Context: an optimization exercise on an open-source flow, tuned for small area and a short achievable clock period. The choices shown serve that exercise and are no tape-out recipe.
The RTL was checked by simulation tests, not by an equivalence proof against the original design.

--- design.v ---
module zre_mono (
    input  wire        clk,
    input  wire        rst,
    input  wire        start,
    input  wire [6:0]  black,
    input  wire        skip,
    input  wire [15:0] width,
    input  wire        pix_valid,
    input  wire [7:0]  pix_r,
    input  wire [7:0]  pix_g,
    input  wire [7:0]  pix_b,
    input  wire [7:0]  pix_a,
    input  wire        pix_last,
    output reg         dark_valid,
    output reg         dark,
    output reg         res_valid,
    output reg         res_err,
    output reg  [15:0] box_x,
    output reg  [15:0] box_y,
    output reg  [15:0] box_w,
    output reg  [15:0] box_h
);
    reg  [6:0]  cfg_p;        
    reg         cfg_err;      
    reg         cfg_skip;
    reg  [15:0] cfg_width;
    always @(posedge clk) begin
        if (start) begin
            cfg_p     <= (black == 7'd0) ? 7'd50 : black;
            cfg_err   <= (black > 7'd99);
            cfg_skip  <= skip;
            cfg_width <= width;
        end
    end
    reg        s1_valid;
    reg        s1_last;
    reg [7:0]  s1_r, s1_g, s1_b, s1_a;
    always @(posedge clk) begin
        if (rst) begin
            s1_valid <= 1'b0;
            s1_last  <= 1'b0;
        end else begin
            s1_valid <= pix_valid;
            s1_last  <= pix_valid & pix_last;
        end
        s1_r <= pix_r;
        s1_g <= pix_g;
        s1_b <= pix_b;
        s1_a <= pix_a;
    end
    wire [14:0] luma = 15'd30 * s1_r + 15'd59 * s1_g + 15'd11 * s1_b;
    wire [24:0] lhs  = luma * s1_a + 25'd76500 * (8'd255 - s1_a);
    wire [24:0] rhs  = 25'd65025 * cfg_p;
    wire        is_dark = !cfg_err && (lhs <= rhs);
    reg  [15:0] pos_x, pos_y;
    reg         found;
    reg  [15:0] min_x, max_x, min_y, max_y;
    reg         finish;
    always @(posedge clk) begin
        if (rst) begin
            finish <= 1'b0;
        end else begin
            finish <= s1_valid & s1_last;
        end
        if (start) begin
            pos_x <= 16'd0;
            pos_y <= 16'd0;
            found <= 1'b0;
            min_x <= 16'd0;
            max_x <= 16'd0;
            min_y <= 16'd0;
            max_y <= 16'd0;
        end else if (s1_valid) begin
            if (pos_x == cfg_width - 16'd1) begin
                pos_x <= 16'd0;
                pos_y <= pos_y + 16'd1;
            end else begin
                pos_x <= pos_x + 16'd1;
            end
            if (is_dark) begin
                found <= 1'b1;
                if (!found || pos_x < min_x) min_x <= pos_x;
                if (!found || pos_x > max_x) max_x <= pos_x;
                if (!found || pos_y < min_y) min_y <= pos_y;
                if (!found || pos_y > max_y) max_y <= pos_y;
            end
        end
    end
    always @(posedge clk) begin
        if (rst) begin
            dark_valid <= 1'b0;
            dark       <= 1'b0;
            res_valid  <= 1'b0;
            res_err    <= 1'b0;
            box_x      <= 16'd0;
            box_y      <= 16'd0;
            box_w      <= 16'd0;
            box_h      <= 16'd0;
        end else begin
            dark_valid <= s1_valid;
            if (s1_valid)
                dark <= is_dark;
            res_valid <= finish;
            if (finish) begin
                res_err <= cfg_err;
                if (cfg_err) begin
                    box_x <= 16'd0;
                    box_y <= 16'd0;
                    box_w <= 16'd0;
                    box_h <= 16'd0;
                end else if (cfg_skip) begin
                    box_x <= 16'd0;
                    box_y <= 16'd0;
                    box_w <= cfg_width;
                    box_h <= pos_y;
                end else if (found) begin
                    box_x <= min_x;
                    box_y <= min_y;
                    box_w <= max_x - min_x + 16'd1;
                    box_h <= max_y - min_y + 16'd1;
                end else begin
                    box_x <= 16'd0;
                    box_y <= 16'd0;
                    box_w <= 16'd0;
                    box_h <= 16'd0;
                end
            end
        end
    end
endmodule
--- constraint.sdc ---
create_clock -name core_clock -period 13.0 [get_ports {clk}]
set_input_delay 2.6000 -clock core_clock [delete_from_list [all_inputs] [get_ports {clk}]]
set_output_delay 2.6000 -clock core_clock [all_outputs]
set_load 0.01 [all_outputs]
--- config.mk ---
export PLATFORM = sky130hd
export DESIGN_NAME = zre_mono
export DESIGN_NICKNAME = zre_mono
export VERILOG_FILES = /design/flow/design.v
export SDC_FILE = /design/flow/constraint.sdc
export NUM_CORES = 4
export LEC_CHECK = 0
export CAP_MARGIN = 20
export CORE_MARGIN = 2
export CORE_UTILIZATION = 40
export PLACE_DENSITY = 0.6
export SLEW_MARGIN = 20
--- run.sh ---
#!/bin/bash
# synth_recipe.tcl (not shown) runs the flow's synth.tcl, then flattens the netlist and writes it again
# the make line also repeats each setting of config.mk as NAME=value (left out here)
make -C /OpenROAD-flow-scripts/flow DESIGN_CONFIG=/design/flow/config.mk WORK_HOME=/design/flow/orfs CLKGATE_MAP_FILE= SYNTH_SCRIPT=/design/flow/synth_recipe.tcl finish
==> run notes <==
number of buffers and inverters on the critical path=7; min-delay src=box_w[12]$_SDFFE_PP0P_; Worst Hold Path EP=box_w[12]$_SDFFE_PP0P_; area leader, netlist=ha_1; Yosys cell types=84; H-tree Lvls=1; Setup crit end kind=register; cell depth of the worst hold path=2; simple-gate share of the synthesized area=15.1%; Post-Syn Area=0.0235 sq mm; register-to-register setup slack=700 ps; average cell area after synthesis=9.14 sq um; clock-pin slew on the worst setup and hold paths=70 ps; antenna violations before repair=1; largest net degree at the start of global routing=79; total congestion overflow=0; Req. time, crit path=13500 ps; Clock Sinks=225; Routed Antenna Nets=0; Remaining DRCs=0; Max stage delay cell, worst path=or4_1; IO Port Bufs=128; CP startpoint kind=register; most common cell in the netlist=inv_1; clk_skew=14.4 ps; status=timing/DRC/antenna clean; Synth Register Bits=225; core area=0.0579 sq mm; synth-to-layout area growth=13.4%; classification of the worst setup path=reg -> reg; crit path DAT=12810 ps; detailed-route wire length per cell=17.0 microns; row count=88; crit path max fanout=16; fraction of the cycle the final worst path needs=94.6%; mux share of post-synthesis cell area=3.03%; DR pass1 iterations=6; routability congestion estimate=0.881; fillers=5595; total CTS buffers=29; largest family of logic cells by synthesized area=adder cells; nets=3314; YS warnings=1; DR iter-0 viols=768; setup TNS=0 ps; top-area cell type share of the netlist area=19.9%; routed vias=17700; Total GRT Usage=19.8%; Fmax=81.3 MHz; die area=0.0608 sq mm; # setup viols final=0; Reg2Reg Launch Point=s1_r[2]$_DFF_P_; dpl hpwl=47.9 mm; Worst Tran Pin Value=1100 ps; maxcap violations=0; clock latency on the worst-skew pair=590 ps; Longest Clk Path Bufs=3; Top-Level Pins=129; Commonest cells post-synth=inv_1, ha_1, fa_1; RR Endpoint=min_x[7]$_SDFFE_PP0P_; asr flop ratio synth=0%; CP most frequent cell=fa_1; Final Max Slew Viols=0; final WL=58.9 mm; clk root buf=clkbuf_16; layout cell share with drive strength beyond 1=4.04%; Initial Util=40.6%; Post-synth EDFFs=25; vias in the first global route=18700; RSZ-0062 raised after global routing=false; largest cells by area after synthesis=ha_1, fa_1, dfxtp_1; Worst R2R Path Depth=46; synthesized-area fraction occupied by xor and xnor cells=4.57%; Slew HR=26.7%; cts hold-fix bufs=0; Seq/Total Area, Yosys=20.2%; vias per std cell=5.13; CTS tree=done; Die H=247 microns; cells after synthesis=2573; global-route wire length before repair=96.4 mm; Fin. Hold Viols=0; Hold/Removal Path Class=reg -> reg; Worst path max stage delay=590 ps; Tmin final=12300 ps; Die Wd=247 microns; Compound-Gate Fraction of Synth Area=11.4%; Main synth FF type=dfxtp_1; post-synthesis adder-cell area fraction=37.4%; Top Family by Delay on Critical Path=adder cells; Syn Nets=3214
-- worst reg2reg max path: cells and delay by family, from the launching register on --
kind / cells / cell delay (ps)
buffers and inverters: 7 / 650
and+or+nand+nor: 8 / 1860
adders and majority gates: 13 / 5600
xor gates and xnor gates: 3 / 560
muxes: 1 / 240
AOI/OAI and AO/OA: 14 / 2870
DFF: 1 / 440
-- cell usage in the layout, fill, tap and decap left out, types with 11 or more instances in the layout --
cell type / netlist / layout
xnor2_1: 76 / 72
buf_4: 3 / 11
clkdlybuf4s50_1: 0 / 126
a22oi_1: 25 / 25
inv_1: 439 / 439
nand4_1: 24 / 24
a31oi_1: 15 / 15
o21a_1: 12 / 12
nand2b_1: 116 / 116
o211ai_1: 11 / 11
mux2i_1: 70 / 70
a211oi_1: 19 / 18
and2_1: 79 / 79
dfxtp_1: 200 / 200
nor2b_1: 46 / 46
nor3_1: 27 / 26
edfxtp_1: 25 / 25
nor2_1: 152 / 152
o21bai_1: 15 / 15
nand2_1: 105 / 105
and3_1: 24 / 23
nor4_1: 13 / 13
nand3_1: 30 / 30
xor2_1: 45 / 45
o21ai_0: 53 / 53
a21o_1: 32 / 32
clkbuf_16: 0 / 29
fa_1: 205 / 205
ha_1: 375 / 375
a21oi_1: 125 / 125
-- cells by family (layout without fill, tap and decap cells) --
logic type                 Yosys count  in the layout
buffers and inverters              513            636
muxes                               71             71
xor gates and xnor gates           122            122
adders and majority gates          580            580
other                                0              1
AOI/OAI and AO/OA                  400            400
DFF                                225            225
and+or+nand+nor                    662            662
-- how the worst max path moves through the flow --
stage / endpoint / from / depth (start not counted)
final: min_x[7]$_SDFFE_PP0P_ / s1_r[2]$_DFF_P_ / 46
after global routing: min_x[11]$_SDFFE_PP0P_ / s1_r[2]$_DFF_P_ / 48
after CTS: min_y[8]$_SDFFE_PP0P_ / s1_r[2]$_DFF_P_ / 43
after detailed placement: min_y[8]$_SDFFE_PP0P_ / s1_r[2]$_DFF_P_ / 44
after global placement: min_y[0]$_SDFFE_PP0P_ / s1_r[2]$_DFF_P_ / 46
after floorplan: min_x[10]$_SDFFE_PP0P_ / s1_r[2]$_DFF_P_ / 46
-- metrics by stage --
stage | area [sq um] | util, % | setup WS (ps) | cells | hold WS (ps)
2_1_floorplan | 23500 | - | 1540 | 2573 | 437
3_3_place_gp | 25500 | 44.1 | 650 | 3405 | 464
3_5_place_dp | 25500 | 44.1 | 299 | 3405 | 461
4_1_cts | 26600 | 45.9 | 247 | 3459 | 475
5_1_grt | 26700 | 46.1 | 8.25 | 3462 | 504
6_report | 26700 | 46.1 | 697 | 3462 | 471
-- per-layer routing --
metal | track usage (%) | routed length (microns)
met1 | 24.7 | 25900
met5 | 0 | 0
met4 | 6.31 | 1950
met2 | 35.3 | 29200
met3 | 2.48 | 1770
-- timing repair --
item | in CTS | in global routing
endpoints found under the setup margin | 0 | 66
resized for setup | 0 | 11
buffers inserted | 0 | 1
-- layout make-up --
type                            instances  area, sq um  share of cell area (%)
Antenna cell                            1         2.50                 0.00938
Clock buffer                           34          754                    2.83
Clock inverter                         20          283                    1.06
Sequential cell                       225         4750                    17.8
Inverter                              441         1660                    6.21
Multi-Input combinational cell       1835        16900                    63.3
Timing Repair Buffer                  141         1390                    5.22
Tap cell                              765          957                    3.59

afterwards: timing with drivers on the ports:
How much do the figures lean on ideal ports? The routed layout below was timed once more, with nothing changed but the port constraints.
Step 1, drivers: a clkbuf_16 drives clk and a buf_2 each remaining input, both assumed.
Step 2 adds t to the input delays and takes it off the output delays; t is the mean of the earliest and latest rising clock arrival at the registers after step 1. Input paths then give back, and output paths get back, about the clock's delay inside the block.
a / b / c = ideal ports / drivers / drivers and shift; a / b = the first two.
shift t [ns]: 0.645
slack for setup (ns): 0.697 / 0.697 / 0.697
worst register clock-pin slew, ns: 0.07 / 0.07
worst slew at a driven data input, ns: 0.09
After both steps this run still meets setup and hold. The setup slack of this run moves by 0.000 ns with the drivers and by 0.000 ns with both steps.
